Source: an optimization exercise on an open RTL-to-GDS flow (aim: small area, a short achievable clock period and few clock cycles per item). Production flows keep margins and buffers that such runs may drop. The RTL was checked by simulation tests, not by an equivalence proof against the original design. No activity file was given, so power comes from the tool's default toggle rates.

==> v17: inputs <==
==> flow/design.v (excerpt) <==
module mont_mul (
    input  wire         clk,
    input  wire         rst,
    input  wire         start,
    input  wire [1:0]   op,
    input  wire [259:0] a,
    input  wire [259:0] b,
    output wire         ready,
    output reg          done,
    output wire [259:0] result
);
    localparam [259:0] L    = 260'h1000000000000000000000000000000014def9dea2f79cd65812631a5cf5d3ed;
    localparam [259:0] RR   = 260'h9411b7c309a3dceec73d217f5be65cb687604d63c715bea69f9d265e952d13b;
    localparam [260:0] NEGL = (261'd1 << 261) - {1'b0, L};
    localparam [124:0] LC   = L[124:0];
    localparam [1:0] OP_MUL = 2'd1, OP_TOMONT = 2'd2, OP_FROMMONT = 2'd3;
    reg  [260:0] A;           
    reg  [259:0] B;           
    reg          y_rr, y_one;  
    reg  [265:0] RS, RC;      
    reg  [16:0]  CR;          
    reg  [6:0]   cnt;
    reg          run, first, active, sub, pend, p1, op_mul, ready_r, negl;
    assign ready  = ready_r;
  ...
export LEC_CHECK = 0
export CAP_MARGIN = 20
export CORE_MARGIN = 2
export CORE_UTILIZATION = 40
export SETUP_SLACK_MARGIN = 5
export SLEW_MARGIN = 20
create_clock -name core_clock -period 9.0 [get_ports {clk}]
standard.sh (not shown) runs the stock make flow with config.mk's settings and CLKGATE_MAP_FILE= SYNTH_SCRIPT=/design/flow/synth_recipe.tcl, a recipe that flattens the netlist after the stock synthesis.
==> flow/flow/run.sh <==
#!/bin/bash
# Own layout flow: the standard flow, with two changes between synthesis
# and floorplan:
#  1. flow/polarity.py removes the inverters that Yosys' full-adder extraction
#     leaves between full adders (each full adder is built in the polarity
#     that needs no inverter; the netlist's registers are not touched);
#  2. ports are buffered with buf_1 cells instead of the default delay cell.
# Each tool's output goes to a log file of its own in this folder.
set -euo pipefail
R=orfs/results/${FLOW_PLATFORM}/mont_mul/base
LIB=${FLOW_HOME}/platforms/${FLOW_PLATFORM}/lib/sky130_fd_sc_hd__tt_025C_1v80.lib

bash standard.sh synth > synth.log 2>&1
cp ${R}/1_2_yosys.v ${R}/1_2_yosys_std.v
python3 flow/polarity.py ${R}/1_2_yosys_std.v ${R}/1_2_yosys.v ${LIB} > polarity.log 2>&1
rm -f ${R}/1_synth.odb
BUFFER_PORTS_ARGS="-buffer_cell sky130_fd_sc_hd__buf_1" bash standard.sh finish > layout.log 2>&1
Other scripts of this flow, unchanged in this note and not shown: flow/flow/polarity.py
==> v19: changes against v17 <==
--- a/flow/design.v
+++ b/flow/design.v
@@ -18,11 +18,11 @@
     reg  [259:0] B;           
     reg          y_rr, y_one;  
     reg  [265:0] RS, RC;      
     reg  [16:0]  CR;          
     reg  [6:0]   cnt;
-    reg          run, first, active, sub, pend, p1, op_mul, ready_r, negl;
+    reg          run, first, active, sub, pend, p1, op_mul, ready_r, negl, settled;
     assign ready  = ready_r;
     assign result = RS[259:0];
     wire acc = start & ready_r;
     wire [259:0] Y = B;
     wire [260:0] Y1 = {1'b0, Y};
@@ -2152,27 +2152,28 @@
     wire [260:0] bsum;
     wire [16:0]  bcar;
     genvar g;
     generate
         for (g = 0; g < 16; g = g + 1) begin : blk
-            wire [16:0] t = {1'b0, RS[16*g +: 16]} + {1'b0, RC[16*g +: 16]} + {16'd0, CR[g]};
+            wire [16:0] t = {1'b0, RS[16*g +: 16]} + {1'b0, RC[16*g+15 : 16*g+1], RC[16*g] | CR[g]};
             assign bsum[16*g +: 16] = t[15:0];
             assign bcar[g+1] = t[16];
         end
     endgenerate
     assign bcar[0] = 1'b0;
-    assign bsum[260:256] = RS[260:256] + RC[260:256] + {4'd0, CR[16]};
+    assign bsum[260:256] = RS[260:256] + {RC[260:257], RC[256] | CR[16]};
     wire z  = ~|RC & ~|CR;
     wire zn = z | ~|bcar;
-    wire ge = (|bsum[260:253]) | (bsum[252] & ((|bsum[251:125]) | (bsum[124:0] >= LC)));
-    wire zr       = ~run & zn & ~negl;
-    wire p1_edge  = zr & active & p1;
+    wire ge = (|RS[260:253]) | (RS[252] & ((|RS[251:125]) | (RS[124:0] >= LC)));
+    wire p1_edge  = ~run & zn & active & p1;
+    wire zr       = ~run & settled & ~negl;
     wire fin_edge = zr & active & ~p1 & (sub | ~ge);
     wire neg_load = zr & active & ~p1 & ~sub & ge;
-    wire go       = zr & (fin_edge | ~active) & pend;    
+    wire go       = ((zr & (fin_edge | ~active)) | (~run & ~active & zn)) & pend;    
+    wire cvp1 = ~run & active & p1;
     wire [260:0] A_d = ready_r ? {1'b0, a} :
-                       p1_edge ? bsum :
+                       cvp1    ? bsum :
                        run     ? {4'd0, A[260:4]} : A;
     wire         xp_d = run & A[3];
     wire [3:0]   dd = A_d[3:0];
     wire [5:0]   bc_d = {(dd[3] & ~dd[2] & ~dd[1]) | (~dd[3] & dd[2] & dd[1]), dd[2] ^ dd[1], dd[3],
                          (dd[1] & ~dd[0] & ~xp_d) | (~dd[1] & dd[0] & xp_d), dd[0] ^ xp_d, dd[1]};
@@ -2187,20 +2188,21 @@
         CR <= run ? 17'd0 : (bcar & {17{~(rst | z)}});
         A  <= A_d;
         bc <= bc_d;
         if (ready_r)
             B <= b;
-        else if (p1_edge | y_rr)
+        else if (cvp1 | y_rr)
             B <= RR;
         else if (y_one)
             B <= 260'd1;
         if (ready_r) begin
             y_rr   <= (op == OP_TOMONT);
             y_one  <= (op == OP_FROMMONT);
             op_mul <= (op == OP_MUL);
         end
         negl <= ~rst & neg_load;
+        settled <= ~rst & ~run & zn & ~negl & ~neg_load & ~fin_edge;
         if (rst) begin
             run     <= 1'b0;
             first   <= 1'b0;
             active  <= 1'b0;
             pend    <= 1'b0;
--- a/flow/config.mk
+++ b/flow/config.mk
@@ -6,7 +6,9 @@
 export NUM_CORES = 4
 export LEC_CHECK = 0
 export CAP_MARGIN = 20
 export CORE_MARGIN = 2
 export CORE_UTILIZATION = 40
+export CTS_BUF_LIST = sky130_fd_sc_hd__clkbuf_8
+export CTS_CLUSTER_SIZE = 30
 export SETUP_SLACK_MARGIN = 5
 export SLEW_MARGIN = 20
==> v34: changes against v17 <==
--- a/flow/design.v
+++ b/flow/design.v
@@ -18,11 +18,11 @@
     reg  [259:0] B;           
     reg          y_rr, y_one;  
     reg  [265:0] RS, RC;      
     reg  [16:0]  CR;          
     reg  [6:0]   cnt;
-    reg          run, first, active, sub, pend, p1, op_mul, ready_r, negl;
+    reg          run, first, active, sub, pend, p1, op_mul, ready_r, negl, settled;
     assign ready  = ready_r;
     assign result = RS[259:0];
     wire acc = start & ready_r;
     wire [259:0] Y = B;
     wire [260:0] Y1 = {1'b0, Y};
@@ -2152,27 +2152,28 @@
     wire [260:0] bsum;
     wire [16:0]  bcar;
     genvar g;
     generate
         for (g = 0; g < 16; g = g + 1) begin : blk
-            wire [16:0] t = {1'b0, RS[16*g +: 16]} + {1'b0, RC[16*g +: 16]} + {16'd0, CR[g]};
+            wire [16:0] t = {1'b0, RS[16*g +: 16]} + {1'b0, RC[16*g+15 : 16*g+1], RC[16*g] | CR[g]};
             assign bsum[16*g +: 16] = t[15:0];
             assign bcar[g+1] = t[16];
         end
     endgenerate
     assign bcar[0] = 1'b0;
-    assign bsum[260:256] = RS[260:256] + RC[260:256] + {4'd0, CR[16]};
+    assign bsum[260:256] = RS[260:256] + {RC[260:257], RC[256] | CR[16]};
     wire z  = ~|RC & ~|CR;
     wire zn = z | ~|bcar;
-    wire ge = (|bsum[260:253]) | (bsum[252] & ((|bsum[251:125]) | (bsum[124:0] >= LC)));
-    wire zr       = ~run & zn & ~negl;
-    wire p1_edge  = zr & active & p1;
+    wire ge = (|RS[260:253]) | (RS[252] & ((|RS[251:125]) | (RS[124:0] >= LC)));
+    wire p1_edge  = ~run & zn & active & p1;
+    wire zr       = ~run & settled & ~negl;
     wire fin_edge = zr & active & ~p1 & (sub | ~ge);
     wire neg_load = zr & active & ~p1 & ~sub & ge;
-    wire go       = zr & (fin_edge | ~active) & pend;    
+    wire go       = ((zr & (fin_edge | ~active)) | (~run & ~active & zn)) & pend;    
+    wire cvp1 = ~run & active & p1;
     wire [260:0] A_d = ready_r ? {1'b0, a} :
-                       p1_edge ? bsum :
+                       cvp1    ? bsum :
                        run     ? {4'd0, A[260:4]} : A;
     wire         xp_d = run & A[3];
     wire [3:0]   dd = A_d[3:0];
     wire [5:0]   bc_d = {(dd[3] & ~dd[2] & ~dd[1]) | (~dd[3] & dd[2] & dd[1]), dd[2] ^ dd[1], dd[3],
                          (dd[1] & ~dd[0] & ~xp_d) | (~dd[1] & dd[0] & xp_d), dd[0] ^ xp_d, dd[1]};
@@ -2187,20 +2188,21 @@
         CR <= run ? 17'd0 : (bcar & {17{~(rst | z)}});
         A  <= A_d;
         bc <= bc_d;
         if (ready_r)
             B <= b;
-        else if (p1_edge | y_rr)
+        else if (cvp1 | y_rr)
             B <= RR;
         else if (y_one)
             B <= 260'd1;
         if (ready_r) begin
             y_rr   <= (op == OP_TOMONT);
             y_one  <= (op == OP_FROMMONT);
             op_mul <= (op == OP_MUL);
         end
         negl <= ~rst & neg_load;
+        settled <= ~rst & ~run & zn & ~negl & ~neg_load & ~fin_edge;
         if (rst) begin
             run     <= 1'b0;
             first   <= 1'b0;
             active  <= 1'b0;
             pend    <= 1'b0;
--- a/flow/config.mk
+++ b/flow/config.mk
@@ -5,8 +5,8 @@
 export SDC_FILE = /design/flow/constraint.sdc
 export NUM_CORES = 4
 export LEC_CHECK = 0
 export CAP_MARGIN = 20
 export CORE_MARGIN = 2
-export CORE_UTILIZATION = 40
+export CORE_UTILIZATION = 55
 export SETUP_SLACK_MARGIN = 5
 export SLEW_MARGIN = 20
==> results.txt <==
item	v17	v34	v19
Number of cells on the critical path	16	8	10
Clock buffer count from CTS	139	134	207
Number of cells in the design after placement	11580	10180	10940
Placement Setup Slack	2.871 ns	3.360 ns	3.270 ns
Part of the total power dissipated in combinational logic	68.9%	64.0%	64.2%
Multi-input logic area	56710 um2	50930 um2	50930 um2
Outcome	no timing/DRC/antenna violations	no timing/DRC/antenna violations	no timing/DRC/antenna violations
Critical-path cell with the highest stage delay	o21ai_0	dfxtp_4	nor4_4
Largest net degree at the start of global routing	221	181	194
Filler instances	19210	12500	19580
Max-Slew Margin vs Limit	12.23%	20.36%	24.42%
GR Layer Usage met3	8.832%	10.73%	6.485%
Worst hold margin	0.5676 ns	0.5060 ns	0.5079 ns
Layout Cell Area excl Fill	103000 um2	89770 um2	90930 um2
Testbench counts of v17, summed over its fixed seeds: cycles 38,033, items 384.
Testbench counts of v19, summed over its fixed seeds: cycles 38,420, items 384.
Testbench counts of v34, summed over its fixed seeds: cycles 38,420, items 384.

[port drivers added, routing unchanged]
Ports are ideal in the flow. The routed layouts listed here were re-timed in OpenROAD. Step 1 assumes that a clkbuf_16 drives the clock port and a buf_2 every other input. Step 2 moves the port delays by t, midway between the first and last clock arrival at a register: inputs arrive t later, outputs are due t later. That takes back most of the time a late clock gives input paths. Slacks: ideal ports / drivers / drivers and shift; pairs: ideal ports / drivers.
| run | t (ns) | setup WS [ns] | worst data-port slew with drivers (ns) |
|---|---|---|---|
| v17 | 0.921 | 4.003 / 4.003 / 4.003 | 0.19 |
| v19 | 1.103 | 4.994 / 4.980 / 4.994 | 0.26 |
| v34 | 0.871 | 4.993 / 4.954 / 4.993 | 0.24 |
After both steps every run listed still meets setup and hold.
